Source: an optimization exercise on an open RTL-to-GDS flow (aim: small area, a short achievable clock period and few clock cycles per item). Production flows keep margins and buffers that such runs may drop. RTL that was checked went through simulation tests only; none was proved equivalent to the original. Function not checked in run 1: the RTL went through the layout flow alone. No activity file was given, so power comes from the tool's default toggle rates.

===== flow/flow/run.sh =====
#!/bin/bash
# The standard layout (the standard.sh, standard synthesis unchanged), with
# ORFS's repair_timing asked to leave SETUP_SLACK_MARGIN ns of setup slack at
# the design's clock, so that the paths it achieves are optimised below it,
# and plain buffers (resizable) as the port buffers.
set -uo pipefail
MARGIN=14
if ! bash standard.sh synth > synth.log 2>&1; then tail -40 synth.log; exit 1; fi
if ! bash standard.sh SETUP_SLACK_MARGIN=$MARGIN "BUFFER_PORTS_ARGS=-buffer_cell sky130_fd_sc_hd__buf_4" finish > layout.log 2>&1; then tail -40 layout.log; exit 1; fi

===== flow/standard.sh =====
#!/bin/bash
# synth_recipe.tcl (not shown) runs the flow's synth.tcl, then flattens the netlist and writes it again
# the make line also repeats each setting of config.mk as NAME=value (left out here)
make -C /OpenROAD-flow-scripts/flow DESIGN_CONFIG=/design/flow/config.mk WORK_HOME=/design/flow/orfs CLKGATE_MAP_FILE= SYNTH_SCRIPT=/design/flow/synth_recipe.tcl "${@:-finish}"

===== flow/config.mk =====
export PLATFORM = sky130hd
export DESIGN_NAME = pwm_engine
export DESIGN_NICKNAME = pwm_engine
export VERILOG_FILES = /design/flow/design.v
export SDC_FILE = /design/flow/constraint.sdc
export NUM_CORES = 4
export LEC_CHECK = 0
export CAP_MARGIN = 20
export CORE_MARGIN = 2
export CORE_UTILIZATION = 40
export SLEW_MARGIN = 20

===== flow/constraint.sdc =====
create_clock -name core_clock -period 25.0 [get_ports {clk}]
set_input_delay 5.0000 -clock core_clock [delete_from_list [all_inputs] [get_ports {clk}]]
set_output_delay 5.0000 -clock core_clock [all_outputs]
set_load 0.01 [all_outputs]

===== flow/design.v =====
module pwm_engine (
    input             clk,
    input             rst,         
    input             bus_valid,
    input             bus_write,
    input      [3:0]  bus_addr,    
    input      [1:0]  bus_size,    
    input      [31:0] bus_wdata,
    output            bus_ready,
    output     [31:0] bus_rdata,
    output            bus_err,
    output            ev_valid,
    output     [3:0]  ev_kind,
    output     [7:0]  ev_tmr,
    output     [2:0]  ev_ch,
    output     [31:0] ev_data,
    input             ev_ready
);
    localparam N_DESC  = 20;
    localparam [3:0] C_OK    = 4'd0;
    localparam [3:0] C_SKIP  = 4'd1;
    localparam [3:0] C_INV   = 4'd2;
    localparam [3:0] C_OOR   = 4'd3;
    localparam [3:0] C_CAP   = 4'd4;
    localparam [3:0] C_DBZ   = 4'd5;
    localparam [3:0] C_ILL   = 4'd6;
    localparam [3:0] OP_CONFIG  = 4'h1;
    localparam [3:0] OP_INIT    = 4'h2;
    localparam [3:0] OP_DEINIT  = 4'h3;
    localparam [3:0] OP_START   = 4'h4;
    localparam [3:0] OP_STOP    = 4'h5;
    localparam [3:0] OP_SETPER  = 4'h6;
    localparam [3:0] OP_SETDUTY = 4'h7;
    localparam [3:0] OP_SETFREQ = 4'h8;
    localparam [3:0] OP_RDDESC  = 4'h9;
    localparam [3:0] OP_RDENG   = 4'hA;
    localparam [3:0] E_HOOK_INIT   = 4'd1;
    localparam [3:0] E_HOOK_DEINIT = 4'd2;
    localparam [3:0] E_PWM_START   = 4'd3;
    localparam [3:0] E_PWM_STOP    = 4'd4;
    localparam [3:0] E_WR_RELOAD   = 4'd5;
    localparam [3:0] E_WR_COMPARE  = 4'd6;
    localparam [3:0] E_CS_ENTER    = 4'd7;
    localparam [3:0] E_CS_EXIT     = 4'd8;
    localparam [3:0] E_BARRIER     = 4'd9;
    localparam [2:0] PH_END    = 3'd0;
    localparam [2:0] PH_CSE    = 3'd1;
    localparam [2:0] PH_RLD    = 3'd2;
    localparam [2:0] PH_SCAN   = 3'd3;
    localparam [2:0] PH_BAR    = 3'd4;
    localparam [2:0] PH_PSTART = 3'd5;
    localparam [2:0] PH_RDSH   = 3'd6;    
    reg [2:0]  d_ch   [0:N_DESC-1];
    reg [1:0]  d_tmr  [0:N_DESC-1];
    reg [31:0] d_cs   [0:N_DESC-1];
    reg [31:0] d_per  [0:N_DESC-1];
    reg [9:0]  d_duty [0:N_DESC-1];
    reg [N_DESC-1:0] d_cfg;
    reg [N_DESC-1:0] d_act;
    reg [4:0]  reg_slot [0:15];
    reg [4:0]  reg_cnt;
    reg [22:0] sh_q [0:3];       
    reg [9:0]  sh_r [0:3];       
    reg [3:0]  sh_v;             
    reg [31:0] operand_r;
    reg [31:0] command_r;
    reg [31:0] rdata_r;
    reg [3:0]  code_r;
    reg [3:0]  lastop_r;
    reg        busy;
    reg        rej;         
    reg        first;       
    reg [2:0]  ph;
    reg [1:0]  cur_t;       
    reg [2:0]  cur_ch;
    reg [9:0]  cur_duty;
    reg        cur_cfg;
    reg        cur_act;
    reg        cur_reg;
    reg        is_start;
    reg        pbad_r;      
    reg        fq_run;      
    reg        rel_go;      
    reg        qr_go;       
    reg        qr_go2;      
    reg [6:0]  qm_r;        
    reg        qr_ok;       
    reg [31:0] rel_r;
    reg [1:0]  rv_sel;      
    reg [9:0]  cu_d;
    reg [22:0] cu_q;
    reg [9:0]  cu_r;
    reg        ev_valid_r;
    reg [3:0]  ev_kind_r;
    reg [1:0]  ev_tmr_r;
    reg [2:0]  ev_ch_r;
    reg [31:0] ev_t1;
    reg [9:0]  ev_t2;
    reg [6:0]  ev_k;
    reg        s1_v;
    reg [2:0]  s1_ch;
    reg [15:0] mask_r;
    reg [16:0] q_r;         
    reg        qbig_r;      
    reg        qzero_r;     
    reg [3:0]  fq_cnt;      
    reg [19:0] fq_rem;
    reg [19:0] fq_sh;       
    integer n;
    wire acc_bad = (bus_size != 2'd2) || (bus_addr[1:0] != 2'd0);
    wire acc_cmd = bus_write && !acc_bad && (bus_addr[3:2] == 2'd1);
    wire acc_ok = bus_size[1] && !bus_size[0] && !bus_addr[1] && !bus_addr[0];
    wire rs_op  = acc_ok && !bus_addr[3] && !bus_addr[2];
    wire rs_cmd = acc_ok && !bus_addr[3] &&  bus_addr[2];
    wire rs_st  = acc_ok &&  bus_addr[3] && !bus_addr[2];
    wire rs_rd  = acc_ok &&  bus_addr[3] &&  bus_addr[2];
    assign bus_rdata = ({32{rs_op}}  & operand_r) |
                       ({32{rs_cmd}} & command_r) |
                       ({32{rs_st}}  & {19'd0, reg_cnt, lastop_r, code_r}) |
                       ({32{rs_rd}}  & rdata_r);
    assign bus_err   = !busy && acc_bad;
    wire [3:0] w_op = bus_wdata[31:28];
    wire [4:0] w_i  = bus_wdata[20:16];
    wire       w_idx_ok = (bus_wdata[23:16] < N_DESC);
    wire [1:0] w_dt = d_tmr[w_i];
    wire [1:0] w_t  = (w_op == OP_RDENG) ? operand_r[1:0] : w_dt;
    reg w_reg;
    always @* begin
        w_reg = 1'b0;
        for (n = 0; n < 16; n = n + 1)
            if ((n < reg_cnt) && (reg_slot[n] == w_i))
                w_reg = 1'b1;
    end
    wire [3:0]  c_op   = command_r[31:28];
    wire [7:0]  c_desc = command_r[23:16];
    wire [7:0]  c_tmrf = command_r[15:8];
    wire [2:0]  c_chf  = command_r[2:0];
    wire [31:0] c_v    = operand_r;
    wire c_illegal = (command_r[27:24] != 4'd0) || (command_r[7:3] != 5'd0) ||
                     (c_op == 4'h0) || (c_op >= 4'hB) ||
                     ((c_op != OP_CONFIG) && ((c_tmrf != 8'd0) || (c_chf != 3'd0))) ||
                     ((c_op == OP_RDENG) && (c_desc != 8'd0));
    wire       c_idx_ok = (c_desc < N_DESC);
    wire [4:0] c_i      = c_desc[4:0];
    wire       c_cfg    = cur_cfg;
    wire       c_act    = cur_act;
    wire [1:0] c_t      = cur_t;
    wire [2:0] c_ch     = cur_ch;
    wire [9:0] c_duty   = cur_duty;
    wire       c_reg    = cur_reg;
    wire rdeng_ok = (c_v == 32'd0) || ((c_v >= 32'h100) && (c_v <= 32'h10F)) ||
                    ((c_v >= 32'h200) && (c_v <= 32'h203));
    reg [3:0] c_code;
    always @* begin
        c_code = C_OK;
        if (c_illegal)
            c_code = C_ILL;
        else case (c_op)
            OP_CONFIG:
                if (!c_idx_ok || (c_tmrf >= 8'd4) || (c_chf < 3'd1) || (c_chf > 3'd5) || c_act)
                    c_code = C_INV;
            OP_INIT:
                if (!c_cfg) c_code = C_INV;
                else if (!c_reg && (reg_cnt == 5'd16)) c_code = C_CAP;
            OP_DEINIT, OP_STOP, OP_SETPER:
                if (!c_cfg) c_code = C_INV;
            OP_START:
                if (!c_cfg) c_code = C_INV;
                else if (c_act) c_code = C_SKIP;
            OP_SETDUTY:
                if (!c_cfg) c_code = C_INV;
                else if (pbad_r) c_code = C_OOR;
                else if (cu_d == c_duty) c_code = C_SKIP;
            OP_SETFREQ:
                if (!c_cfg) c_code = C_INV;
                else if (qzero_r) c_code = C_DBZ;
            OP_RDDESC:
                if (!c_idx_ok || (c_v > 32'd4)) c_code = C_INV;
            OP_RDENG:
                if (!rdeng_ok) c_code = C_INV;
            default: c_code = C_ILL;
        endcase
    end
    wire c_ok = (c_code == C_OK);
    wire c_fq0 = (c_op == OP_SETFREQ) && qbig_r;      
    wire c_single = (c_op == OP_INIT) || (c_op == OP_DEINIT) || (c_op == OP_STOP);
    wire c_reload = (c_op == OP_START) || (c_op == OP_SETPER) || (c_op == OP_SETFREQ);
    wire fe_valid = c_ok && (c_single || c_reload);
    wire fe_own   = c_single || (c_op == OP_START);   
    reg [3:0] fe_kind;
    always @* begin
        case (c_op)
            OP_INIT:   fe_kind = E_HOOK_INIT;
            OP_DEINIT: fe_kind = E_HOOK_DEINIT;
            OP_STOP:   fe_kind = E_PWM_STOP;
            OP_START:  fe_kind = E_WR_COMPARE;
            default:   fe_kind = E_CS_ENTER;
        endcase
    end
    wire c_rdsh = c_ok && (((c_op == OP_RDDESC) && (c_v[2:0] == 3'd4) && c_cfg) ||
                           ((c_op == OP_RDENG) && (c_v[9:8] == 2'd2)));
    wire c_quick = !c_ok || (c_op == OP_CONFIG) ||
                   (((c_op == OP_RDDESC) || (c_op == OP_RDENG)) && !c_rdsh);
    assign ev_valid = first ? fe_valid : ev_valid_r;
    assign ev_kind  = first ? fe_kind : ev_kind_r;
    assign ev_tmr   = {6'd0, first ? (fe_own ? c_t : 2'd0) : ev_tmr_r};
    assign ev_ch    = first ? (fe_own ? c_ch : 3'd0) : ev_ch_r;
    wire out_free = !ev_valid_r || ev_ready;
    wire done_now = first ? ((fe_valid && c_single && ev_ready) || c_quick)
                          : ((ph == PH_END) && out_free && !qr_go && !qr_go2) || (ph == PH_RDSH);
    assign bus_ready = rej || (busy ? done_now : !(bus_write && !bus_addr[3] && bus_addr[2]));
    wire        f_sign = c_v[31];
    wire [7:0]  f_exp  = c_v[30:23];
    wire [23:0] f_mant = {(f_exp != 8'd0), c_v[22:0]};
    wire [27:0] f_m10  = {f_mant, 3'b000} + {3'b000, f_mant, 1'b0};
    wire [7:0]  f_s    = 8'd133 - f_exp;                  
    wire [11:0] f_t    = f_m10[27:16] >> f_s[3:0];        
    wire [10:0] f_y    = ({1'b0, f_t} + 13'd1) >> 1;      
    wire        f_zero = (f_exp <= 8'd121);               
    wire [10:0] f_yy   = f_zero ? 11'd0 : f_y;
    wire        f_bad  = (f_exp == 8'hFF) || (f_exp > 8'd133) || (f_yy > 11'd1000) ||
                         (f_sign && (f_yy != 11'd0));
    wire [9:0]  f_perm = f_yy[9:0];
    function [7:0] dstep10;      
        input [7:0] x;
        begin
            case (x)
                8'd0: dstep10 = {4'd0, 4'd0};
                8'd1: dstep10 = {4'd0, 4'd1};
                8'd2: dstep10 = {4'd0, 4'd2};
                8'd3: dstep10 = {4'd0, 4'd3};
                8'd4: dstep10 = {4'd0, 4'd4};
                8'd5: dstep10 = {4'd0, 4'd5};
                8'd6: dstep10 = {4'd0, 4'd6};
                8'd7: dstep10 = {4'd0, 4'd7};
                8'd8: dstep10 = {4'd0, 4'd8};
                8'd9: dstep10 = {4'd0, 4'd9};
                8'd10: dstep10 = {4'd1, 4'd0};
                8'd11: dstep10 = {4'd1, 4'd1};
                8'd12: dstep10 = {4'd1, 4'd2};
                8'd13: dstep10 = {4'd1, 4'd3};
                8'd14: dstep10 = {4'd1, 4'd4};
                8'd15: dstep10 = {4'd1, 4'd5};
                8'd16: dstep10 = {4'd1, 4'd6};
                8'd17: dstep10 = {4'd1, 4'd7};
                8'd18: dstep10 = {4'd1, 4'd8};
                8'd19: dstep10 = {4'd1, 4'd9};
                8'd20: dstep10 = {4'd2, 4'd0};
                8'd21: dstep10 = {4'd2, 4'd1};
                8'd22: dstep10 = {4'd2, 4'd2};
                8'd23: dstep10 = {4'd2, 4'd3};
                8'd24: dstep10 = {4'd2, 4'd4};
                8'd25: dstep10 = {4'd2, 4'd5};
                8'd26: dstep10 = {4'd2, 4'd6};
                8'd27: dstep10 = {4'd2, 4'd7};
                8'd28: dstep10 = {4'd2, 4'd8};
                8'd29: dstep10 = {4'd2, 4'd9};
                8'd30: dstep10 = {4'd3, 4'd0};
                8'd31: dstep10 = {4'd3, 4'd1};
                8'd32: dstep10 = {4'd3, 4'd2};
                8'd33: dstep10 = {4'd3, 4'd3};
                8'd34: dstep10 = {4'd3, 4'd4};
                8'd35: dstep10 = {4'd3, 4'd5};
                8'd36: dstep10 = {4'd3, 4'd6};
                8'd37: dstep10 = {4'd3, 4'd7};
                8'd38: dstep10 = {4'd3, 4'd8};
                8'd39: dstep10 = {4'd3, 4'd9};
                8'd40: dstep10 = {4'd4, 4'd0};
                8'd41: dstep10 = {4'd4, 4'd1};
                8'd42: dstep10 = {4'd4, 4'd2};
                8'd43: dstep10 = {4'd4, 4'd3};
                8'd44: dstep10 = {4'd4, 4'd4};
                8'd45: dstep10 = {4'd4, 4'd5};
                8'd46: dstep10 = {4'd4, 4'd6};
                8'd47: dstep10 = {4'd4, 4'd7};
                8'd48: dstep10 = {4'd4, 4'd8};
                8'd49: dstep10 = {4'd4, 4'd9};
                8'd50: dstep10 = {4'd5, 4'd0};
                8'd51: dstep10 = {4'd5, 4'd1};
                8'd52: dstep10 = {4'd5, 4'd2};
                8'd53: dstep10 = {4'd5, 4'd3};
                8'd54: dstep10 = {4'd5, 4'd4};
                8'd55: dstep10 = {4'd5, 4'd5};
                8'd56: dstep10 = {4'd5, 4'd6};
                8'd57: dstep10 = {4'd5, 4'd7};
                8'd58: dstep10 = {4'd5, 4'd8};
                8'd59: dstep10 = {4'd5, 4'd9};
                8'd60: dstep10 = {4'd6, 4'd0};
                8'd61: dstep10 = {4'd6, 4'd1};
                8'd62: dstep10 = {4'd6, 4'd2};
                8'd63: dstep10 = {4'd6, 4'd3};
                8'd64: dstep10 = {4'd6, 4'd4};
                8'd65: dstep10 = {4'd6, 4'd5};
                8'd66: dstep10 = {4'd6, 4'd6};
                8'd67: dstep10 = {4'd6, 4'd7};
                8'd68: dstep10 = {4'd6, 4'd8};
                8'd69: dstep10 = {4'd6, 4'd9};
                8'd70: dstep10 = {4'd7, 4'd0};
                8'd71: dstep10 = {4'd7, 4'd1};
                8'd72: dstep10 = {4'd7, 4'd2};
                8'd73: dstep10 = {4'd7, 4'd3};
                8'd74: dstep10 = {4'd7, 4'd4};
                8'd75: dstep10 = {4'd7, 4'd5};
                8'd76: dstep10 = {4'd7, 4'd6};
                8'd77: dstep10 = {4'd7, 4'd7};
                8'd78: dstep10 = {4'd7, 4'd8};
                8'd79: dstep10 = {4'd7, 4'd9};
                8'd80: dstep10 = {4'd8, 4'd0};
                8'd81: dstep10 = {4'd8, 4'd1};
                8'd82: dstep10 = {4'd8, 4'd2};
                8'd83: dstep10 = {4'd8, 4'd3};
                8'd84: dstep10 = {4'd8, 4'd4};
                8'd85: dstep10 = {4'd8, 4'd5};
                8'd86: dstep10 = {4'd8, 4'd6};
                8'd87: dstep10 = {4'd8, 4'd7};
                8'd88: dstep10 = {4'd8, 4'd8};
                8'd89: dstep10 = {4'd8, 4'd9};
                8'd90: dstep10 = {4'd9, 4'd0};
                8'd91: dstep10 = {4'd9, 4'd1};
                8'd92: dstep10 = {4'd9, 4'd2};
                8'd93: dstep10 = {4'd9, 4'd3};
                8'd94: dstep10 = {4'd9, 4'd4};
                8'd95: dstep10 = {4'd9, 4'd5};
                8'd96: dstep10 = {4'd9, 4'd6};
                8'd97: dstep10 = {4'd9, 4'd7};
                8'd98: dstep10 = {4'd9, 4'd8};
                8'd99: dstep10 = {4'd9, 4'd9};
                8'd100: dstep10 = {4'd10, 4'd0};
                8'd101: dstep10 = {4'd10, 4'd1};
                8'd102: dstep10 = {4'd10, 4'd2};
                8'd103: dstep10 = {4'd10, 4'd3};
                8'd104: dstep10 = {4'd10, 4'd4};
                8'd105: dstep10 = {4'd10, 4'd5};
                8'd106: dstep10 = {4'd10, 4'd6};
                8'd107: dstep10 = {4'd10, 4'd7};
                8'd108: dstep10 = {4'd10, 4'd8};
                8'd109: dstep10 = {4'd10, 4'd9};
                8'd110: dstep10 = {4'd11, 4'd0};
                8'd111: dstep10 = {4'd11, 4'd1};
                8'd112: dstep10 = {4'd11, 4'd2};
                8'd113: dstep10 = {4'd11, 4'd3};
                8'd114: dstep10 = {4'd11, 4'd4};
                8'd115: dstep10 = {4'd11, 4'd5};
                8'd116: dstep10 = {4'd11, 4'd6};
                8'd117: dstep10 = {4'd11, 4'd7};
                8'd118: dstep10 = {4'd11, 4'd8};
                8'd119: dstep10 = {4'd11, 4'd9};
                8'd120: dstep10 = {4'd12, 4'd0};
                8'd121: dstep10 = {4'd12, 4'd1};
                8'd122: dstep10 = {4'd12, 4'd2};
                8'd123: dstep10 = {4'd12, 4'd3};
                8'd124: dstep10 = {4'd12, 4'd4};
                8'd125: dstep10 = {4'd12, 4'd5};
                8'd126: dstep10 = {4'd12, 4'd6};
                8'd127: dstep10 = {4'd12, 4'd7};
                8'd128: dstep10 = {4'd12, 4'd8};
                8'd129: dstep10 = {4'd12, 4'd9};
                8'd130: dstep10 = {4'd13, 4'd0};
                8'd131: dstep10 = {4'd13, 4'd1};
                8'd132: dstep10 = {4'd13, 4'd2};
                8'd133: dstep10 = {4'd13, 4'd3};
                8'd134: dstep10 = {4'd13, 4'd4};
                8'd135: dstep10 = {4'd13, 4'd5};
                8'd136: dstep10 = {4'd13, 4'd6};
                8'd137: dstep10 = {4'd13, 4'd7};
                8'd138: dstep10 = {4'd13, 4'd8};
                8'd139: dstep10 = {4'd13, 4'd9};
                8'd140: dstep10 = {4'd14, 4'd0};
                8'd141: dstep10 = {4'd14, 4'd1};
                8'd142: dstep10 = {4'd14, 4'd2};
                8'd143: dstep10 = {4'd14, 4'd3};
                8'd144: dstep10 = {4'd14, 4'd4};
                8'd145: dstep10 = {4'd14, 4'd5};
                8'd146: dstep10 = {4'd14, 4'd6};
                8'd147: dstep10 = {4'd14, 4'd7};
                8'd148: dstep10 = {4'd14, 4'd8};
                8'd149: dstep10 = {4'd14, 4'd9};
                8'd150: dstep10 = {4'd15, 4'd0};
                8'd151: dstep10 = {4'd15, 4'd1};
                8'd152: dstep10 = {4'd15, 4'd2};
                8'd153: dstep10 = {4'd15, 4'd3};
                8'd154: dstep10 = {4'd15, 4'd4};
                8'd155: dstep10 = {4'd15, 4'd5};
                8'd156: dstep10 = {4'd15, 4'd6};
                8'd157: dstep10 = {4'd15, 4'd7};
                8'd158: dstep10 = {4'd15, 4'd8};
                8'd159: dstep10 = {4'd15, 4'd9};
                default: dstep10 = 8'd0;
            endcase
        end
    endfunction
    reg [19:0] q10;              
    reg [3:0]  q10_rem;
    reg [7:0]  q10_t;
    always @* begin
        q10_rem = 4'd0;
        q10 = 20'd0;
        for (n = 4; n >= 0; n = n - 1) begin
            q10_t = dstep10({q10_rem, c_v[4*n +: 4]});
            q10[4*n +: 4] = q10_t[7:4];
            q10_rem = q10_t[3:0];
        end
    end
    wire [31:0] cu_t1 = cu_d * cu_q;
    wire [19:0] cu_dr = cu_d * cu_r;
    wire [38:0] cu_drm = cu_dr * 20'd536871;
    wire [9:0]  cu_t2 = cu_drm[38:29];
    wire [6:0]  cu_k  = (cu_d == 10'd0) ? 7'd0 : (cu_d == 10'd1000) ? 7'd100 : 7'd1;
    wire [31:0] ev_sum = ev_t1 + {22'd0, ev_t2} + {25'd0, ev_k};
    assign ev_data = ev_sum;
    reg [N_DESC-1:0] match;
    reg [15:0] mask_c;
    always @* begin
        for (n = 0; n < N_DESC; n = n + 1)
            match[n] = d_act[n] && (d_tmr[n] == c_t);
        for (n = 0; n < 16; n = n + 1)
            mask_c[n] = (n < reg_cnt) && match[reg_slot[n]];
    end
    wire [15:0] mask_src = first ? mask_c : mask_r;
    reg  [3:0]  pick_k;
    always @* begin
        pick_k = 4'd0;
        for (n = 15; n >= 0; n = n - 1)
            if (mask_src[n]) pick_k = n;
    end
    wire [4:0]  pick_j   = reg_slot[pick_k];
    wire [15:0] mask_nxt = mask_src & ~(16'd1 << pick_k);
    wire [4:0]  dc_idx  = busy ? pick_j : w_i;
    wire [9:0]  dc_duty = d_duty[dc_idx];
    wire [2:0]  dc_ch   = d_ch[dc_idx];
    reg  [31:0] rm_v;
    always @* begin
        case (rv_sel)
            2'd0: rm_v = c_v;
            2'd1: rm_v = 32'd100;
            2'd2: rm_v = {15'd0, fq_sh[16:0]};
            default: rm_v = 32'd0;
        endcase
    end
    wire [31:0] rm_s  = d_cs[c_i];
    wire [31:0] rel_c = rm_v * rm_s + 32'd2;
    wire [28:0] qx   = rel_r[31:3];
    wire [12:0] qs1  = qx[6:0] + 3 * qx[13:7] + 9 * qx[20:14] + 27 * qx[27:21] + (qx[28] ? 13'd81 : 13'd0);
    wire [7:0]  qs2  = qs1[6:0] + 3 * qs1[12:7];
    wire [6:0]  qm   = (qs2 >= 8'd125) ? qs2 - 8'd125 : qs2[6:0];
    wire [22:0] qr_q = (qx[22:0] - {16'd0, qm_r}) * 23'h6978d5;
    reg [4:0] fq_len;
    always @* begin
        fq_len = 5'd0;
        for (n = 0; n < 17; n = n + 1)
            if (q_r[n]) fq_len = n + 1;
    end
    reg [19:0] fq_rem0;
    reg [19:0] fq_sh0;
    reg [3:0]  fq_cnt0;
    always @* begin
        case (fq_len)
            5'd1: begin fq_rem0 = 20'd0; fq_sh0 = 20'd400000; fq_cnt0 = 4'd8; end
            5'd2: begin fq_rem0 = 20'd1; fq_sh0 = 20'd551424; fq_cnt0 = 4'd7; end
            5'd3: begin fq_rem0 = 20'd1; fq_sh0 = 20'd551424; fq_cnt0 = 4'd7; end
            5'd4: begin fq_rem0 = 20'd6; fq_sh0 = 20'd108544; fq_cnt0 = 4'd6; end
            5'd5: begin fq_rem0 = 20'd6; fq_sh0 = 20'd108544; fq_cnt0 = 4'd6; end
            5'd6: begin fq_rem0 = 20'd24; fq_sh0 = 20'd434176; fq_cnt0 = 4'd5; end
            5'd7: begin fq_rem0 = 20'd24; fq_sh0 = 20'd434176; fq_cnt0 = 4'd5; end
            5'd8: begin fq_rem0 = 20'd97; fq_sh0 = 20'd688128; fq_cnt0 = 4'd4; end
            5'd9: begin fq_rem0 = 20'd97; fq_sh0 = 20'd688128; fq_cnt0 = 4'd4; end
            5'd10: begin fq_rem0 = 20'd390; fq_sh0 = 20'd655360; fq_cnt0 = 4'd3; end
            5'd11: begin fq_rem0 = 20'd390; fq_sh0 = 20'd655360; fq_cnt0 = 4'd3; end
            5'd12: begin fq_rem0 = 20'd1562; fq_sh0 = 20'd524288; fq_cnt0 = 4'd2; end
            5'd13: begin fq_rem0 = 20'd1562; fq_sh0 = 20'd524288; fq_cnt0 = 4'd2; end
            5'd14: begin fq_rem0 = 20'd6250; fq_sh0 = 20'd0; fq_cnt0 = 4'd1; end
            5'd15: begin fq_rem0 = 20'd6250; fq_sh0 = 20'd0; fq_cnt0 = 4'd1; end
            5'd16: begin fq_rem0 = 20'd25000; fq_sh0 = 20'd0; fq_cnt0 = 4'd0; end
            5'd17: begin fq_rem0 = 20'd25000; fq_sh0 = 20'd0; fq_cnt0 = 4'd0; end
            default: begin fq_rem0 = 20'd0; fq_sh0 = 20'd0; fq_cnt0 = 4'd0; end
        endcase
    end
    reg [19:0] fq_rem_n;
    reg [19:0] fq_sh_n;
    reg [19:0] fq_t;
    reg [19:0] fq_d;
    reg        fq_ge;
    always @* begin
        fq_rem_n = fq_rem;
        fq_sh_n  = fq_sh;
        for (n = 0; n < 2; n = n + 1) begin
            fq_t  = {fq_rem_n[18:0], fq_sh_n[19]};
            fq_d  = {1'b0, fq_t[18:0]} - {3'd0, q_r};
            fq_ge = !fq_d[19];
            fq_sh_n  = {fq_sh_n[18:0], fq_ge};
            fq_rem_n = fq_ge ? fq_d : fq_t;
        end
    end
    wire c_clear = ((c_op == OP_CONFIG) && !c_cfg) || (c_op == OP_INIT) ||
                   (c_op == OP_DEINIT) || (c_op == OP_START);
    wire per_we   = busy && ((first && c_ok && (c_clear || (c_op == OP_SETPER) || c_fq0)) || rel_go);
    wire [31:0] per_wd = rel_go ? rm_v : (c_op == OP_SETPER) ? c_v : 32'd0;
    wire duty_we  = busy && first && c_ok && (c_clear || (c_op == OP_SETDUTY));
    wire [9:0] duty_wd = (c_op == OP_SETDUTY) ? cu_d : 10'd0;
    reg [31:0] rd_val;
    always @* begin
        rd_val = 32'd0;
        if (c_op == OP_RDDESC) begin
            if (c_cfg) case (c_v[2:0])
                3'd0: rd_val = {16'd0, 6'd0, c_t, 5'd0, c_ch, 5'd0, c_reg, 1'b1, c_act};
                3'd1: rd_val = {22'd0, c_duty};
                3'd2: rd_val = d_per[c_i];
                3'd3: rd_val = rm_s;
                default: rd_val = 32'd0;
            endcase
        end else begin
            if (c_v[9:8] == 2'd0)
                rd_val = {27'd0, reg_cnt};
            else
                rd_val = ({1'b0, c_v[3:0]} < reg_cnt) ? {27'd0, reg_slot[c_v[3:0]]} : 32'hFFFF_FFFF;
        end
    end
    always @(posedge clk) begin
        if (rst) begin
            d_cfg      <= {N_DESC{1'b0}};
            d_act      <= {N_DESC{1'b0}};
            reg_cnt    <= 5'd0;
            sh_v       <= 4'd0;
            operand_r  <= 32'd0;
            command_r  <= 32'd0;
            rdata_r    <= 32'd0;
            code_r     <= 4'd0;
            lastop_r   <= 4'd0;
            busy       <= 1'b0;
            rej        <= 1'b0;
            first      <= 1'b0;
            ph         <= PH_END;
            fq_run     <= 1'b0;
            rel_go     <= 1'b0;
            qr_go      <= 1'b0;
            qr_go2     <= 1'b0;
            qr_ok      <= 1'b0;
            s1_v       <= 1'b0;
            ev_valid_r <= 1'b0;
        end else begin
            first  <= 1'b0;
            rel_go <= 1'b0;
            rej    <= !busy && !rej && bus_valid && bus_write && (bus_addr[3:2] == 2'd1) && acc_bad;
            qr_go  <= 1'b0;
            qr_go2 <= qr_go;
            if (!busy) begin
                if (bus_valid && bus_write && !acc_bad && (bus_addr[3:2] == 2'd0))
                    operand_r <= bus_wdata;
                if (bus_valid && acc_cmd) begin
                    command_r <= bus_wdata;
                    busy      <= 1'b1;
                    first     <= 1'b1;
                    ev_t1     <= 32'd0;
                    ev_t2     <= 10'd0;
                    ev_k      <= 7'd0;
                    pbad_r    <= f_bad;
                    cu_d      <= (w_op == OP_SETDUTY) ? f_perm : 10'd1000;
                    cu_q      <= sh_v[w_t] ? sh_q[w_t] : 23'd0;
                    cu_r      <= sh_v[w_t] ? sh_r[w_t] : 10'd0;
                    rv_sel    <= (w_op == OP_START) ? 2'd1 :
                                 ((w_op == OP_SETFREQ) && (operand_r >= 32'd1000010)) ? 2'd3 : 2'd0;
                    cur_t     <= w_dt;
                    cur_ch    <= dc_ch;
                    cur_duty  <= dc_duty;
                    cur_cfg   <= w_idx_ok && d_cfg[w_i];
                    cur_act   <= w_idx_ok && d_act[w_i];
                    cur_reg   <= w_reg;
                    q_r       <= q10[16:0];
                    qbig_r    <= (operand_r >= 32'd1000010);
                    qzero_r   <= (operand_r < 32'd10);
                end
            end
            if (busy && first) begin
                is_start <= (c_op == OP_START);
                fq_run   <= c_ok && (c_op == OP_SETFREQ) && !qbig_r;
                fq_rem   <= fq_rem0;
                fq_sh    <= fq_sh0;
                fq_cnt   <= fq_cnt0;
                if (c_ok && c_fq0) begin
                    sh_q[c_t]   <= 23'd0;
                    sh_r[c_t]   <= 10'd2;
                    sh_v[c_t]   <= 1'b1;
                    cu_q        <= 23'd0;
                    cu_r        <= 10'd2;
                    qr_ok       <= 1'b1;
                end
                qr_go    <= c_ok && ((c_op == OP_START) || (c_op == OP_SETPER));
                if (!(c_ok && c_fq0))
                    qr_ok <= 1'b0;
                rel_r    <= rel_c;
                ph       <= PH_END;
                if (c_ok) case (c_op)
                OP_CONFIG: begin
                    d_ch[c_i]  <= c_chf;
                    d_tmr[c_i] <= c_tmrf[1:0];
                    d_cs[c_i]  <= c_v;
                    d_cfg[c_i] <= 1'b1;
                end
                OP_INIT: begin
                    d_act[c_i]  <= 1'b0;
                    if (!c_reg) begin
                        reg_slot[reg_cnt[3:0]] <= c_i;
                        reg_cnt <= reg_cnt + 5'd1;
                    end
                end
                OP_DEINIT:
                    d_act[c_i]  <= 1'b0;
                OP_STOP:
                    d_act[c_i]  <= 1'b0;
                default: ;
                endcase
                if (c_ok && c_reload) begin
                    s1_v   <= (mask_c != 16'd0);
                    cu_d   <= dc_duty;
                    s1_ch  <= dc_ch;
                    mask_r <= mask_nxt;
                end else
                    s1_v   <= 1'b0;
                ev_valid_r <= 1'b0;
                if (c_ok && c_single && !ev_ready) begin
                    ev_valid_r <= 1'b1;
                    ev_kind_r  <= fe_kind;
                    ev_tmr_r   <= c_t;
                    ev_ch_r    <= c_ch;
                end
                if (c_ok && c_reload) begin
                    if (!ev_ready) begin
                        ev_valid_r <= 1'b1;
                        ev_kind_r  <= fe_kind;
                        ev_tmr_r   <= fe_own ? c_t : 2'd0;
                        ev_ch_r    <= fe_own ? c_ch : 3'd0;
                        ph         <= (c_op == OP_START) ? PH_CSE : PH_RLD;
                    end else if (c_op == OP_START) begin
                        ev_valid_r <= 1'b1;
                        ev_kind_r  <= E_CS_ENTER;
                        ev_tmr_r   <= 2'd0;
                        ev_ch_r    <= 3'd0;
                        ph         <= PH_RLD;
                    end else if ((c_op == OP_SETPER) || c_fq0) begin
                        ev_valid_r <= 1'b1;
                        ev_kind_r  <= E_WR_RELOAD;
                        ev_tmr_r   <= c_t;
                        ev_ch_r    <= 3'd0;
                        ev_t1      <= rel_c;
                        ph         <= PH_SCAN;
                    end else
                        ph         <= PH_RLD;
                end
                if (c_ok && (c_op == OP_SETDUTY)) begin
                    ev_valid_r <= 1'b1;
                    ev_kind_r  <= E_WR_COMPARE;
                    ev_tmr_r   <= c_t;
                    ev_ch_r    <= c_ch;
                    ev_t1      <= cu_t1;
                    ev_t2      <= cu_t2;
                    ev_k       <= cu_k;
                    ph         <= PH_BAR;
                end
                if (c_rdsh) begin
                    ev_t1 <= cu_t1;
                    ev_t2 <= cu_t2;
                    ev_k  <= 7'd0;
                    ph    <= PH_RDSH;
                end
            end
            if (busy && !first) begin
                if (out_free) begin
                    ev_valid_r <= 1'b0;
                    case (ph)
                    PH_CSE: begin
                        ev_valid_r <= 1'b1;
                        ev_kind_r  <= E_CS_ENTER;
                        ev_tmr_r   <= 2'd0;
                        ev_ch_r    <= 3'd0;
                        ev_t1      <= 32'd0;
                        ev_t2      <= 10'd0;
                        ev_k       <= 7'd0;
                        ph         <= PH_RLD;
                    end
                    PH_RLD: begin
                        if (!fq_run && !rel_go) begin
                            ev_valid_r <= 1'b1;
                            ev_kind_r  <= E_WR_RELOAD;
                            ev_tmr_r   <= cur_t;
                            ev_ch_r    <= 3'd0;
                            ev_t1      <= rel_r;
                            ev_t2      <= 10'd0;
                            ev_k       <= 7'd0;
                            ph         <= PH_SCAN;
                        end
                    end
                    PH_SCAN: begin
                        if (s1_v) begin
                            if (qr_ok) begin
                                ev_valid_r <= 1'b1;
                                ev_kind_r  <= E_WR_COMPARE;
                                ev_tmr_r   <= cur_t;
                                ev_ch_r    <= s1_ch;
                                ev_t1      <= cu_t1;
                                ev_t2      <= cu_t2;
                                ev_k       <= cu_k;
                                s1_v       <= (mask_r != 16'd0);
                                cu_d       <= dc_duty;
                                s1_ch      <= dc_ch;
                                mask_r     <= mask_nxt;
                            end
                        end else begin
                            ev_valid_r <= 1'b1;
                            ev_kind_r  <= E_CS_EXIT;
                            ev_tmr_r   <= 2'd0;
                            ev_ch_r    <= 3'd0;
                            ev_t1      <= 32'd0;
                            ev_t2      <= 10'd0;
                            ev_k       <= 7'd0;
                            ph         <= PH_BAR;
                        end
                    end
                    PH_BAR: begin
                        ev_valid_r <= 1'b1;
                        ev_kind_r  <= E_BARRIER;
                        ev_tmr_r   <= 2'd0;
                        ev_ch_r    <= 3'd0;
                        ev_t1      <= 32'd0;
                        ev_t2      <= 10'd0;
                        ev_k       <= 7'd0;
                        ph         <= is_start ? PH_PSTART : PH_END;
                    end
                    PH_PSTART: begin
                        ev_valid_r <= 1'b1;
                        ev_kind_r  <= E_PWM_START;
                        ev_tmr_r   <= cur_t;
                        ev_ch_r    <= cur_ch;
                        ev_t1      <= 32'd0;
                        ev_t2      <= 10'd0;
                        ev_k       <= 7'd0;
                        ph         <= PH_END;
                    end
                    default: ;
                    endcase
                end
            end
            if (busy && !first && fq_run) begin
                fq_rem <= fq_rem_n;
                fq_sh  <= fq_sh_n;
                fq_cnt <= fq_cnt - 4'd1;
                if (fq_cnt == 4'd0) begin
                    fq_run <= 1'b0;
                    rel_go <= 1'b1;
                    rv_sel <= 2'd2;
                end
            end
            if (busy && rel_go) begin
                rel_r <= rel_c;
                qr_go <= 1'b1;
            end
            if (qr_go)
                qm_r <= qm;
            if (qr_go2) begin
                sh_q[cur_t] <= qr_q;
                sh_r[cur_t] <= {qm_r, rel_r[2:0]};
                sh_v[cur_t] <= 1'b1;
                cu_q        <= qr_q;
                cu_r        <= {qm_r, rel_r[2:0]};
                qr_ok       <= 1'b1;
            end
            if (per_we)
                d_per[c_i] <= per_wd;
            if (duty_we)
                d_duty[c_i] <= duty_wd;
            if (busy && done_now) begin
                busy     <= 1'b0;
                lastop_r <= c_op;
                if (first) begin
                    code_r <= c_code;
                    if (c_ok && ((c_op == OP_RDDESC) || (c_op == OP_RDENG)))
                        rdata_r <= rd_val;
                end else begin
                    code_r <= C_OK;
                    if (ph == PH_RDSH)
                        rdata_r <= ev_sum;
                end
                if (!first && is_start)
                    d_act[c_i] <= 1'b1;
            end
        end
    end
endmodule

==> notes.md, run 1 <==
- CP cell instances: buf_12, clkinv_8, nand2_2, a22oi_2, nor3_1, a21oi_1, nor2b_1, buf_6, or3_4, buf_6
- FF-to-FF End: ev_t2[9]$_DFFE_PN_
- Global-route wire length before repair: 714000 microns
- Initial antenna violation count: between 40 and 50
- Reg2Reg Depth: 50
- Area of the multi-input gates: a little over 70000 sq um
- Critical path buffer and inverter count: 4
- Endpoints failing setup: 0
- Internal: roughly 13 mW
- Post-route minimum period: about 11 ns
- Reg2reg start: cu_d[6]$_DFFE_PN_
- RSZ-0062 raised after global routing: true
- H-tree depth: 4
- HP Start: q10[16]$_SDFF_PN0_
- Hold Crit Class: reg -> reg
- Final GP Congestion: 1.00
- Net switching power of the design: between 10 and 15 mW
- Layout Utilization: 44.8%
- Routed wire per std cell: 30.0 microns
- Delay-heaviest family, CP: simple AND/OR/NAND/NOR gates
- Reg area: 65400 sq um
- Post-route insts no fill: between 15000 and 20000
- Worst-margin pin slew: 1.21 ns
- Clock Root Buffer: clkbuf_16
- Logic pwr share: between 60 and 70%
- Syn Inst Count: 11600
- Hold Path End: q_r[16]$_DFFE_PP_
- Setup slack, reg-to-reg: ~14 ns
- Fillers: 32000
- Die width: 601 microns
- Number of flops mapped to enable cells by yosys: between 2000 and 2500
- Placed cell count: 16100
- CTS max path bufs: 4
- Detailed placer's ending HPWL: 346000 microns
- Max Clk Rate: 88.9 MHz
- Crit path required time: 20.00 ns
- Part of the power in registers: ~17%
- Pwr Total: 24.0 mW
- Via count: 99100
- Vias/cell: 5.94
- Clock slew at reported path FFs: 0.07 ns
- Top Registers: d_cs (640), d_per (640), d_duty (200)
- Worst rel slew slack: 19.3%
- Worst clock skew: 0.141 ns
- Core ar.: approximately 360000 sq um
- WS Path Type: in -> out
- Sw Share: 44.2%
- Max Cap Viol: 0
- Ys Warns: 1
- DRT iter0 DRCs: 12300
- Leak Pwr: roughly 60 nW
- Avg Cell Area, Syn: ~12 sq um
- Crit path DAT: 6.24 ns
- Worst IR Drop VDD: 1.01 mV
- GRT Total Usage: 27.2%
- Most frequent CP cell: buf_6
- Setup TNS: 0 ns
- Largest net degree at the start of global routing: 95
- Crit path max fanout: 3
- DRC Markers: 0
- Sequential area share after synthesis: between 40 and 50%
- Run status: no timing/DRC/antenna violations
- Nets@finish: 13300
- Netlist cell types: 120
- Top-Level Pins: 125
- Final Max Slew Viols: 0
- Hold_buf cts: 0
- Netlist Area Pre-Place: 143000 sq um
- Ys flop type: edfxtp_1
- Layout cells sized above 1: 14.5%
- Detailed Routing Iterations Pass 1: 6
- WHS Path Cells: 0
- Critical Path Max Stage Delay: roughly 0.33 ns
- Initial core utilization: 40.1%
- P per Cell Area: 151 nW/um^2
- Area added between synthesis and finish: 11.8%
- Crit-path slowest cell: or3_4
- Setup crit start kind: input pin
- Port Buf Inserts: between 100 and 150
- Fin. Hold Viols: 0
- Vias in the first global route: 99500
- Tcrit/Tclk final: between 40 and 50%
- Yosys reg bits: ~2200
- Total grt overflow: 0
- Num Clock Sinks: 2237
- Routed Antenna Nets: 0
- Worst Setup End Kind: output port
- Commonest non-fill, non-tap cell in the layout: edfxtp_1
- Rows: 219
- Die ar.: roughly 360000 sq um
- Worst-Skew Late Latency: roughly 1.0 ns
- Cts bufs inserted: 239
- Die Y: 601 microns
- CTS tree: yes
- Commonest non-fill, non-tap cells in the layout: edfxtp_1 (2058), inv_1 (1255), nand2_1 (1129)
- Final wirelength: 500000 microns
- Fraction of registers with async set/reset: 0%
- Clock network fraction of total power: 14.8%
final cells by class:
class                           count  area share [%]
Sequential cell                  2237            41.1
Inverter                         1272            3.01
Clock buffer                      285            3.90
Timing Repair Buffer              465            2.56
Clock inverter                    159            1.00
Antenna cell                       28          0.0440
Tap cell                         4751            3.73
Multi-Input combinational cell   7480            44.7
worst max path at each step:
| stage | cells past startpoint | from | endpoint | slack (ns) |
|---|---|---|---|---|
| floorplan | 9 | ev_ready | bus_ready | 13.80 |
| global placement | 51 | cu_d[6]$_DFFE_PN_ | ev_t2[9]$_DFFE_PN_ | 12.96 |
| detailed placement | 49 | cu_d[6]$_DFFE_PN_ | ev_t2[9]$_DFFE_PN_ | 13.26 |
| CTS | 10 | ev_ready | bus_ready | 13.74 |
| global route | 10 | ev_ready | bus_ready | 13.68 |
| finish | 10 | ev_ready | bus_ready | 13.76 |
power groups by stage:
stage	clock network (mW)	registers, mW	logic, mW
global route	3.74	4.07	19.0
CTS	3.61	4.07	14.7
detailed placement	0	4.15	14.4
finish	3.56	4.07	16.4
global placement	0	4.15	14.3
floorplan	0	4.13	10.4
metrics by stage:
stage,area [sq um],hold WS (ns),setup slack [ns]
floorplan,143000,0.386,13.80
finish,159000,0.435,13.76
CTS,158000,0.435,13.74
global placement,149000,0.406,12.96
global route,159000,0.450,13.68
detailed placement,149000,0.423,13.26
per-layer routing:
layer | share of wire, % | global-route usage [%]
met5 | 0.015 | 0
met1 | 38 | 34.7
met2 | 45 | 42.2
met4 | 8.2 | 18.7
met3 | 8.8 | 5.06
cell families after synthesis:
kind of cell             synth area share (%)
multiplexers                             10.5
flip-flops                               45.9
adder cells (fa/ha/maj)                  18.5
AND/OR/NAND/NOR                          9.65
other                                 0.00263
buffers and inverters                    5.20
AO/OA/AOI/OAI                            7.69
XOR/XNOR                                 2.60
cell usage after synthesis (71+ instances only):
cell type,number,area (sq um)
edfxtp_1,2058,61800
inv_1,1268,4760
nand2_1,1135,4260
fa_1,866,17300
ha_1,714,8930
nor2_1,688,2580
mux4_2,543,12200
clkbuf_1,516,1940
a21oi_1,473,2370
o21ai_0,327,1640
xnor2_1,301,2640
and2_1,278,1740
nand3_1,229,1150
mux2i_1,226,2260
dfxtp_1,179,3580
nor3_1,141,706
xor2_1,122,1070
nor2b_1,93,582
buf_1,80,300
and3_1,79,494
nand2b_1,79,494
o22ai_1,71,444
what timing repair did:
action | CTS | global route
gates resized for setup | 62 | 120
pin swaps | 15 | 59
setup buffers | 23 | 54
endpoints found under the setup margin | 60 | 50
gates cloned | 8 | 6
==> run 2: changes to the inputs <==
--- a/flow/design.v
+++ b/flow/design.v
@@ -83,7 +83,7 @@
     reg        rel_go;      
     reg        qr_go;       
     reg        qr_go2;      
-    reg [6:0]  qm_r;        
+    reg [22:0] qxm_r;       
     reg        qr_ok;       
     reg [31:0] rel_r;
     reg [1:0]  rv_sel;      
@@ -206,9 +206,14 @@
     assign ev_tmr   = {6'd0, first ? (fe_own ? c_t : 2'd0) : ev_tmr_r};
     assign ev_ch    = first ? (fe_own ? c_ch : 3'd0) : ev_ch_r;
     wire out_free = !ev_valid_r || ev_ready;
-    wire done_now = first ? ((fe_valid && c_single && ev_ready) || c_quick)
-                          : ((ph == PH_END) && out_free && !qr_go && !qr_go2) || (ph == PH_RDSH);
-    assign bus_ready = rej || (busy ? done_now : !(bus_write && !bus_addr[3] && bus_addr[2]));
+    wire dn_end   = (ph == PH_END) && !qr_go && !qr_go2;
+    wire dn_now   = first ? c_quick : ((dn_end && !ev_valid_r) || (ph == PH_RDSH));
+    wire dn_ev    = first ? (fe_valid && c_single) : dn_end;
+    wire done_now = dn_now || (dn_ev && ev_ready);
+    wire rdy_reg  = rej || (busy && dn_now);       
+    wire rdy_ev   = busy && dn_ev;
+    assign bus_ready = rdy_reg || (rdy_ev && ev_ready) ||
+                       (!busy && !(bus_write && !bus_addr[3] && bus_addr[2]));
     wire        f_sign = c_v[31];
     wire [7:0]  f_exp  = c_v[30:23];
     wire [23:0] f_mant = {(f_exp != 8'd0), c_v[22:0]};
@@ -401,7 +406,8 @@
             q10_rem = q10_t[3:0];
         end
     end
-    wire [31:0] cu_t1 = cu_d * cu_q;
+    wire [22:0] cu_qi = qr_go2 ? qr_q : cu_q;
+    wire [31:0] cu_t1 = cu_d * cu_qi;
     wire [19:0] cu_dr = cu_d * cu_r;
     wire [38:0] cu_drm = cu_dr * 20'd536871;
     wire [9:0]  cu_t2 = cu_drm[38:29];
@@ -443,12 +449,13 @@
     wire [12:0] qs1  = qx[6:0] + 3 * qx[13:7] + 9 * qx[20:14] + 27 * qx[27:21] + (qx[28] ? 13'd81 : 13'd0);
     wire [7:0]  qs2  = qs1[6:0] + 3 * qs1[12:7];
     wire [6:0]  qm   = (qs2 >= 8'd125) ? qs2 - 8'd125 : qs2[6:0];
-    wire [22:0] qr_q = (qx[22:0] - {16'd0, qm_r}) * 23'h6978d5;
+    wire [22:0] qxm  = qx[22:0] - {16'd0, qm};
+    wire [22:0] qr_q = qxm_r * 23'h6978d5;
     reg [4:0] fq_len;
     always @* begin
         fq_len = 5'd0;
         for (n = 0; n < 17; n = n + 1)
-            if (q_r[n]) fq_len = n + 1;
+            if (q10[n]) fq_len = n + 1;
     end
     reg [19:0] fq_rem0;
     reg [19:0] fq_sh0;
@@ -566,6 +573,9 @@
                     cur_act   <= w_idx_ok && d_act[w_i];
                     cur_reg   <= w_reg;
                     q_r       <= q10[16:0];
+                    fq_rem    <= fq_rem0;
+                    fq_sh     <= fq_sh0;
+                    fq_cnt    <= fq_cnt0;
                     qbig_r    <= (operand_r >= 32'd1000010);
                     qzero_r   <= (operand_r < 32'd10);
                 end
@@ -573,9 +583,6 @@
             if (busy && first) begin
                 is_start <= (c_op == OP_START);
                 fq_run   <= c_ok && (c_op == OP_SETFREQ) && !qbig_r;
-                fq_rem   <= fq_rem0;
-                fq_sh    <= fq_sh0;
-                fq_cnt   <= fq_cnt0;
                 if (c_ok && c_fq0) begin
                     sh_q[c_t]   <= 23'd0;
                     sh_r[c_t]   <= 10'd2;
@@ -691,7 +698,7 @@
                     end
                     PH_SCAN: begin
                         if (s1_v) begin
-                            if (qr_ok) begin
+                            if (qr_ok || qr_go2) begin
                                 ev_valid_r <= 1'b1;
                                 ev_kind_r  <= E_WR_COMPARE;
                                 ev_tmr_r   <= cur_t;
@@ -739,28 +746,31 @@
                     endcase
                 end
             end
-            if (busy && !first && fq_run) begin
+            if (busy && (first || fq_run)) begin
                 fq_rem <= fq_rem_n;
                 fq_sh  <= fq_sh_n;
                 fq_cnt <= fq_cnt - 4'd1;
                 if (fq_cnt == 4'd0) begin
                     fq_run <= 1'b0;
-                    rel_go <= 1'b1;
-                    rv_sel <= 2'd2;
+                    if (!first || (c_ok && (c_op == OP_SETFREQ) && !qbig_r)) begin
+                        rel_go <= 1'b1;
+                        rv_sel <= 2'd2;
+                    end
                 end
             end
             if (busy && rel_go) begin
                 rel_r <= rel_c;
                 qr_go <= 1'b1;
             end
-            if (qr_go)
-                qm_r <= qm;
+            if (qr_go) begin
+                qxm_r       <= qxm;
+                cu_r        <= {qm, rel_r[2:0]};
+                sh_r[cur_t] <= {qm, rel_r[2:0]};
+            end
             if (qr_go2) begin
                 sh_q[cur_t] <= qr_q;
-                sh_r[cur_t] <= {qm_r, rel_r[2:0]};
                 sh_v[cur_t] <= 1'b1;
                 cu_q        <= qr_q;
-                cu_r        <= {qm_r, rel_r[2:0]};
                 qr_ok       <= 1'b1;
             end
             if (per_we)
--- a/flow/config.mk
+++ b/flow/config.mk
@@ -7,5 +7,5 @@
 export LEC_CHECK = 0
 export CAP_MARGIN = 20
 export CORE_MARGIN = 2
-export CORE_UTILIZATION = 40
+export CORE_UTILIZATION = 60
 export SLEW_MARGIN = 20
==> run 2 against run 1 <==
Compared with the run above: sequential power increased by 1%; register-to-register slack lost 0.13 ns; non-clock buffer count increased by 150; clock power shrank 3%; largest cell class unchanged; combinational power rose by 2%; critical path depth up 1; synthesized cell count up 1.7%; sequential share of layout area down 0.091 points; largest power group unchanged; cell area rose by 0.96%; worst hold slack worse by 0.017 ns; via count increased by 3.8%; first-iteration DRC count rose by 11%.
==> notes.md, run 2 <==
- Die width: 494 microns (-18%)
- Crit path required time: 20.00 ns (about the same)
- Area added between synthesis and finish: 11.7% (about the same)
- Clock slew at reported path FFs: 0.06 ns (about the same)
- Crit path DAT: 6.27 ns (+0.03 ns)
- Number of flops mapped to enable cells by yosys: 2074 (+0.78%)
- Vias in the first global route: 103000 (+3.6%)
- Final Cell Area: 161000 sq um (+0.96%)
- Setup crit start: ev_ready
- Netlist Area Pre-Place: 144000 sq um (+1.0%)
- Fraction of registers with async set/reset: 0% (unchanged)
- Worst IR Drop VDD: 1.53 mV (+52%)
- Worst-margin pin slew: 1.38 ns (+0.173 ns)
- Routed Antenna Nets: 0 (unchanged)
- Ys Warns: 1 (unchanged)
- FF-to-FF End: ev_t2[8]$_DFFE_PN_
- Commonest non-fill, non-tap cells in the layout: edfxtp_1 (2074), inv_1 (1352), nand2_1 (1107)
- Layout cells sized above 1: 16.0% (+1.5 points)
- Share of the synthesized area in the top cell type: 43.2% (-0.10 points)
- Detailed placer's ending HPWL: 338000 microns (-2.4%)
- Setup slack, reg-to-reg: 14.14 ns (-0.13 ns)
- Worst-Skew Late Latency: 1.01 ns (about the same)
- Worst clock skew: 0.137 ns (-0.00481 ns)
- Core ar.: 238000 sq um (-33%)
- Yosys reg bits: 2253 (+0.72%)
- Fin. Hold Viols: 0 (unchanged)
- HP Start: rej$_SDFF_PP0_
- Setup TNS: 0 ns (unchanged)
- Leak Pwr: 62.9 nW (+5.3%)
- CP cell instances: buf_12, clkinv_8, nor2_4, nor2_1, o22ai_1, o21ai_1, o31ai_2, buf_6, nor2_4, o21bai_1, buf_4
- Global-route wire length before repair: 722000 microns (+1.2%)
- Most frequent CP cell: nor2_4
- Most Crowded Layer GR: met2
- Top Registers: d_cs (640), d_per (640), d_duty (200)
- Vias/cell: 6.66 (+12%)
- Max Cap Viol: 0 (unchanged)
- Clock Root Buffer: clkbuf_16
- Hold Crit Class: reg -> reg
- CTS tree: yes
- Sequential area share after synthesis: 45.7% (-0.13 points)
- Reg2reg start: cu_r[2]$_DFFE_PN_
- Commonest cells post-synth: edfxtp_1 (2074), inv_1 (1362), nand2_1 (1117)
- Commonest non-fill, non-tap cell in the layout: edfxtp_1
- Num Clock Sinks: 2253 (+0.72%)
- Netlist cell types: 115 (-4.2%)
- Cell taking the most area after synthesis: edfxtp_1
- Final wirelength: 505000 microns (+1.0%)
- Delay-heaviest family, CP: compound AO/OA/AOI/OAI gates
- Worst Setup End Kind: output port
- Endpoints failing setup: 0 (unchanged)
- Post-route minimum period: 11.27 ns (+0.0278 ns)
- WHS Path Cells: 1 (+1)
- Tcrit/Tclk final: 45.1% (+0.11 points)
- DRC Markers: 0 (unchanged)
- Cts bufs inserted: 227 (-5.0%)
- Final GP Congestion: 1.02 (+1.5%)
- DRT iter0 DRCs: 13700 (+11%)
- Ys flop type: edfxtp_1
- RSZ-0062 raised after global routing: true
- Run status: no timing/DRC/antenna violations
- Rows: 179 (-18%)
- Top-count cell post-synth: edfxtp_1
- Total grt overflow: 0 (unchanged)
- Initial antenna violation count: 28 (-42%)
- Syn Inst Count: 11800 (+1.7%)
- WS Path Type: in -> out
- Setup crit start kind: input pin
- GRT Total Usage: 41.4% (+14 points)
- Crit-path slowest cell: buf_6
- Max Clk Rate: 88.7 MHz (-0.25%)
- Critical Path Max Stage Delay: 0.23 ns (-0.10 ns)
- Hold Path End: rej$_SDFF_PP0_
- Reg2Reg Depth: 47 (-6.0%)
- Port Buf Inserts: 118 (unchanged)
- Largest net degree at the start of global routing: 142 (+49%)
- Detailed Routing Iterations Pass 1: 7 (+1)
- Nets@finish: 13700 (+2.6%)
- Die Y: 494 microns (-18%)
- Critical path buffer and inverter count: 4 (unchanged)
- M2 GR Usage: 63.6% (+21 points)
- Initial core utilization: 60.4% (+20 points)
- Post-DP Area: 150000 sq um (about the same)
- Via count: 103000 (+3.8%)
- Final Max Slew Viols: 0 (unchanged)
- Avg Cell Area, Syn: 12.2 sq um (-0.72%)
- P per Cell Area: 151 nW/um^2 (+0.38%)
- Top-Level Pins: 125 (unchanged)
- Met1 usage: 51.5% (+17 points)
- GR met3 Demand/Resource: 10.5% (+5.4 points)
- H-tree depth: 4 (unchanged)
- Crit path max fanout: 3 (unchanged)
- Worst rel slew slack: 7.15% (-12 points)
- Hold_buf cts: 0 (unchanged)
- Die ar.: 244000 sq um (-32%)
- CTS max path bufs: 3 (-1)
- Top cells by area, synth: edfxtp_1 (43%), fa_1 (12%), mux4_2 (8.3%)
- Routed wire per std cell: 32.8 microns (+9.1%)
[run 2: cell types whose count changed in the layout (fill, tap and decap cells not counted), sizes merged, moves of 17 or more]
cell,before,now
a2111oi,41,14
buf,453,607
clkinv,116,99
inv,1282,1369
mux2i,226,275
nand2,1137,1117
nand3,230,161
nor2,690,707
nor3,143,160
nor4,44,86
or3,36,58
[run 2: metrics by stage]
| stage | utilization [%] | worst slack [ns] | std cells | power, mW | hold WS, ns |
|---|---|---|---|---|---|
| floorplan | - | 14.01 | 11900 | 15.2 | 0.392 |
| global placement | 62.7 | 11.74 | 14800 | 18.9 | 0.402 |
| detailed placement | 62.7 | 11.69 | 14800 | 19.2 | 0.412 |
| CTS | 66.8 | 13.74 | 15300 | 23.8 | 0.419 |
| global route | 67.5 | 13.62 | 15400 | 27.2 | 0.452 |
| finish | 67.5 | 13.73 | 15400 | 24.4 | 0.418 |
[run 2: final cells by class]
class | instances | area (sq um)
fill | 17100 | 77400
multi-input combinational | 7579 | 72800
sequential | 2253 | 65900
clock buffer | 299 | 6030
timing repair buffer | 615 | 5490
inverter | 1370 | 5160
tap | 3167 | 3960
clock inverter | 128 | 1480
antenna | 21 | 52.6
[run 2: cell families after synthesis]
logic type | Yosys count | share of synthesized area, %
AO/OA/AOI/OAI | 1709 | 7.84
buffers and inverters | 2020 | 5.39
other | 1 | 0.00260
multiplexers | 850 | 10.5
flip-flops | 2253 | 45.7
AND/OR/NAND/NOR | 2995 | 9.67
XOR/XNOR | 410 | 2.55
adder cells (fa/ha/maj) | 1583 | 18.3
[run 2: layer usage]
layer | part of all wire (%) | up-vias
li1 | - | 42700
met1 | 35 | 51800
met2 | 45 | 6787
met3 | 11 | 1620
met4 | 8.7 | 12
met5 | 0.021 | -
[run 2: power by group]
group / internal, mW / total (mW) / switching (mW)
logic: 7.39 / 16.8 / 9.41
clock network: 1.90 / 3.45 / 1.55
registers: 4.09 / 4.11 / 0.0162
total: 13.4 / 24.4 / 11.0
[run 2: what timing repair did]
action                     in CTS  in global routing
gates resized for setup       219                178
gates cloned                   14                  1
buffers inserted              105                 69
pin swaps                      59                109
setup endpoints to repair      75                 79
[run 2: worst max path at each step]
stage / endpoint / slack (ns) / cells after the start
5_1_grt: ev_t2[8]$_DFFE_PN_ / 13.62 / 51
3_5_place_dp: ev_t1[31]$_DFFE_PN_ / 11.69 / 32
3_3_place_gp: ev_t1[31]$_DFFE_PN_ / 11.74 / 32
6_report: bus_ready / 13.73 / 11
2_1_floorplan: ev_t2[8]$_DFFE_PN_ / 14.01 / 51
4_1_cts: bus_ready / 13.74 / 11
Testbench counts of run 2, summed over its fixed seeds: cycles 24,060, commands 3,712.
==> run 3: changes to the inputs <==
--- a/flow/config.mk
+++ b/flow/config.mk
@@ -7,5 +7,5 @@
 export LEC_CHECK = 0
 export CAP_MARGIN = 20
 export CORE_MARGIN = 2
-export CORE_UTILIZATION = 60
+export CORE_UTILIZATION = 40
 export SLEW_MARGIN = 20
==> run 3 against run 2 <==
Compared with the run above: maximum frequency increased by 0.81%; synthesized cell count unchanged; cell area increased by 0.85%; area after synthesis unchanged; worst hold slack improved by 0.022 ns; via count decreased by 3.0%; critical path type unchanged; sequential cell count unchanged; first-iteration DRC count decreased by 13%; combinational power about the same; die area increased by 50%; count of clock-buffer cells in the layout decreased by 15; power increased by 2.0%; still clean on timing, DRC and antenna.
==> notes.md, run 3 <==
- Hold Crit Class: reg -> reg
- Vias/cell: 5.86 (-12%)
- Clock slew at reported path FFs: 0.06 ns (about the same)
- Routed Antenna Nets: 0 (unchanged)
- Hold_buf cts: 0 (unchanged)
- Vias in the first global route: 98200 (-4.8%)
- Setup TNS: 0 ns (unchanged)
- DRT iter0 DRCs: 11900 (-13%)
- Num Clock Sinks: 2253 (unchanged)
- Yosys reg bits: 2253 (unchanged)
- H-tree depth: 4 (unchanged)
- Initial antenna violation count: 39 (+39%)
- Setup crit start kind: input pin
- Final Max Slew Viols: 0 (unchanged)
- Commonest non-fill, non-tap cell in the layout: edfxtp_1
- Nets@finish: 13600 (-0.30%)
- Clock Root Buffer: clkbuf_16
- Largest net degree at the start of global routing: 83 (-42%)
- Avg Cell Area, Syn: 12.2 sq um (unchanged)
- Global-route wire length before repair: 705000 microns (-2.5%)
- Worst-margin pin slew: 1.25 ns (-0.136 ns)
- Rows: 220 (+23%)
- Fin. Hold Viols: 0 (unchanged)
- Max Cap Viol: 0 (unchanged)
- Post-DP Area: 152000 sq um (+1.4%)
- Ys Warns: 1 (unchanged)
- Crit path max fanout: 12 (+9)
- Worst Setup End Kind: output port
- Top cells by area, synth: edfxtp_1 (43%), fa_1 (12%), mux4_2 (8.3%)
- Syn Inst Count: 11800 (unchanged)
- WS Path Type: in -> out
- Core ar.: 359000 sq um (+51%)
- Worst rel slew slack: 16.3% (+9.2 points)
- Top Registers: d_cs (640), d_per (640), d_duty (200)
- Share of the synthesized area in the top cell type: 43.2% (unchanged)
- Layout Utilization: 45.2% (-22 points)
- CTS tree: yes
- Fraction of registers with async set/reset: 0% (unchanged)
- Tcrit/Tclk final: 44.7% (-0.36 points)
- Crit path DAT: 6.18 ns (-0.09 ns)
- Worst clock skew: 0.134 ns (-0.00243 ns)
- Final GP Congestion: 1.02 (about the same)
- Sequential area share after synthesis: 45.7% (unchanged)
- Port Buf Inserts: 118 (unchanged)
- Commonest non-fill, non-tap cells in the layout: edfxtp_1 (2074), inv_1 (1358), nand2_1 (1110)
- Pwr Total: 24.8 mW (+2.0%)
- Number of flops mapped to enable cells by yosys: 2074 (unchanged)
- Reg area: 65900 sq um (about the same)
- Endpoints failing setup: 0 (unchanged)
- Crit path required time: 20.00 ns (about the same)
- Netlist cell types: 115 (unchanged)
- CTS max path bufs: 4 (+1)
- Run status: no timing/DRC/antenna violations
- Layout cells sized above 1: 15.3% (-0.69 points)
- Die Y: 604 microns (+22%)
- Top-count cell post-synth: edfxtp_1
- RSZ-0062 raised after global routing: true
- Final Cell Area: 162000 sq um (+0.85%)
- Die ar.: 365000 sq um (+50%)
- Final wirelength: 491000 microns (-2.9%)
- Die width: 604 microns (+22%)
- Leak Pwr: 62.8 nW (-0.26%)
- Max Clk Rate: 89.4 MHz (+0.81%)
- Netlist Area Pre-Place: 144000 sq um (unchanged)
- DRC Markers: 0 (unchanged)
- Fillers: 32300 (+89%)
- Detailed placer's ending HPWL: 338000 microns (about the same)
- Area added between synthesis and finish: 12.6%
- Total grt overflow: 0 (unchanged)
- Worst-Skew Late Latency: 1.03 ns (+0.02 ns)
- Cell taking the most area after synthesis: edfxtp_1
- Cts bufs inserted: 239 (+5.3%)
- Routed wire per std cell: 28.8 microns (-12%)
- Top-Level Pins: 125 (unchanged)
- Worst IR Drop VDD: 1.02 mV (-33%)
- Commonest cells post-synth: edfxtp_1 (2074), inv_1 (1362), nand2_1 (1117)
- Initial core utilization: 40.2% (-20 points)
- P per Cell Area: 153 nW/um^2 (+1.1%)
- Via count: 99700 (-3.0%)
- Post-route minimum period: 11.18 ns (-0.0902 ns)
- GRT Total Usage: 26.6% (-15 points)
- Detailed Routing Iterations Pass 1: 9 (+2)
- Ys flop type: edfxtp_1
- Area of the multi-input gates: 72400 sq um (-0.50%)
==> run 3: what timing repair did <==
item                       in CTS  in global routing
gates cloned                    8                  3
pin swaps                      44                 78
buffers inserted               80                 39
setup endpoints to repair      59                 70
resized for setup             154                148
==> run 3: where the power goes <==
part	switching [mW]	total (mW)	internal [mW]
clock network	1.54	3.61	2.07
registers	0.0167	4.11	4.09
logic	9.32	17.1	7.80
total	10.9	24.8	14.0
==> run 3: cells by family (layout without fill, tap and decap cells) <==
| kind of cell | count (synthesis) | in the layout | share of synthesized area [%] |
|---|---|---|---|
| AOI/OAI and AO/OA | 1709 | 1709 | 7.84 |
| other | 1 | 59 | 0.00260 |
| adders and majority gates | 1583 | 1583 | 18.3 |
| and+or+nand+nor | 2995 | 2998 | 9.67 |
| DFF | 2253 | 2253 | 45.7 |
| muxes | 850 | 850 | 10.5 |
| buffers and inverters | 2020 | 2380 | 5.39 |
| xor gates and xnor gates | 410 | 410 | 2.55 |
==> run 3: worst paths after layout <==
path	start	end	slack, ns	cells after the start
setup / recovery	bus_addr[1]	bus_rdata[21]	13.82	5
hold / removal	rej$_SDFF_PP0_	rej$_SDFF_PP0_	0.44	1
setup reg to reg	flip-flop	ev_t1[30]$_DFFE_PN_	14.27	34
hold reg to reg	rej$_SDFF_PP0_	rej$_SDFF_PP0_	0.44	1
==> run 3: critical path: stages <==
cell and delay, ns:
buf_12 0.15, or4b_4 0.56, buf_12 0.21, nor2_4 0.11
buf_4 0.12
==> run 3: cell type report <==
type | count | area share [%]
diodes | 29 | 0.0447
clock buffers | 284 | 3.87
clock inverters | 165 | 1.02
inverters | 1370 | 3.18
multi-input cells | 7580 | 44.6
flip-flops and latches | 2253 | 40.6
well taps | 4773 | 3.68
repair buffers | 561 | 2.95
==> run 3: through the flow <==
stage,hold slack (ns),std cells,worst slack [ns]
floorplan,0.392,11900,14.01
global placement,0.423,16400,12.74
detailed placement,0.421,16400,12.65
CTS,0.437,16900,13.78
global route,0.474,17000,13.82
finish,0.440,17000,13.82
==> run 3: layer usage <==
metal  global-route usage [%]  part of all wire [%]
met1                     33.6                    38
met2                     41.3                    45
met4                     18.5                   8.2
met3                     5.41                   9.0
met5                        0                 0.028

[afterwards: timing with drivers on the ports]
Ports are ideal in the flow. The routed layouts listed here were re-timed in OpenROAD. Step 1, drivers: a clkbuf_16 drives clk and a buf_2 each remaining input, both assumed. Step 2 adds t to the input delays and takes it off the output delays; t is the mean of the earliest and latest rising clock arrival at the registers after step 1. Input paths then give back, and output paths get back, about the clock's delay inside the block. a / b / c = ideal ports / drivers / drivers and shift; a / b = the first two.
run	t (ns)	setup slack, ns	latest minus earliest clock arrival (ns)	worst data-port slew with drivers (ns)
run 1	1.038	13.755 / 13.628 / 13.628	0.141 / 0.141	0.33
run 2	1.043	13.727 / 13.380 / 13.380	0.140 / 0.140	0.46
run 3	1.062	13.818 / 13.349 / 13.349	0.134 / 0.135	0.62
After both steps setup and hold are still met in every run listed. The setup slack of run 3, which loses most, moves by -0.469 ns with the drivers and by -0.469 ns with both steps.
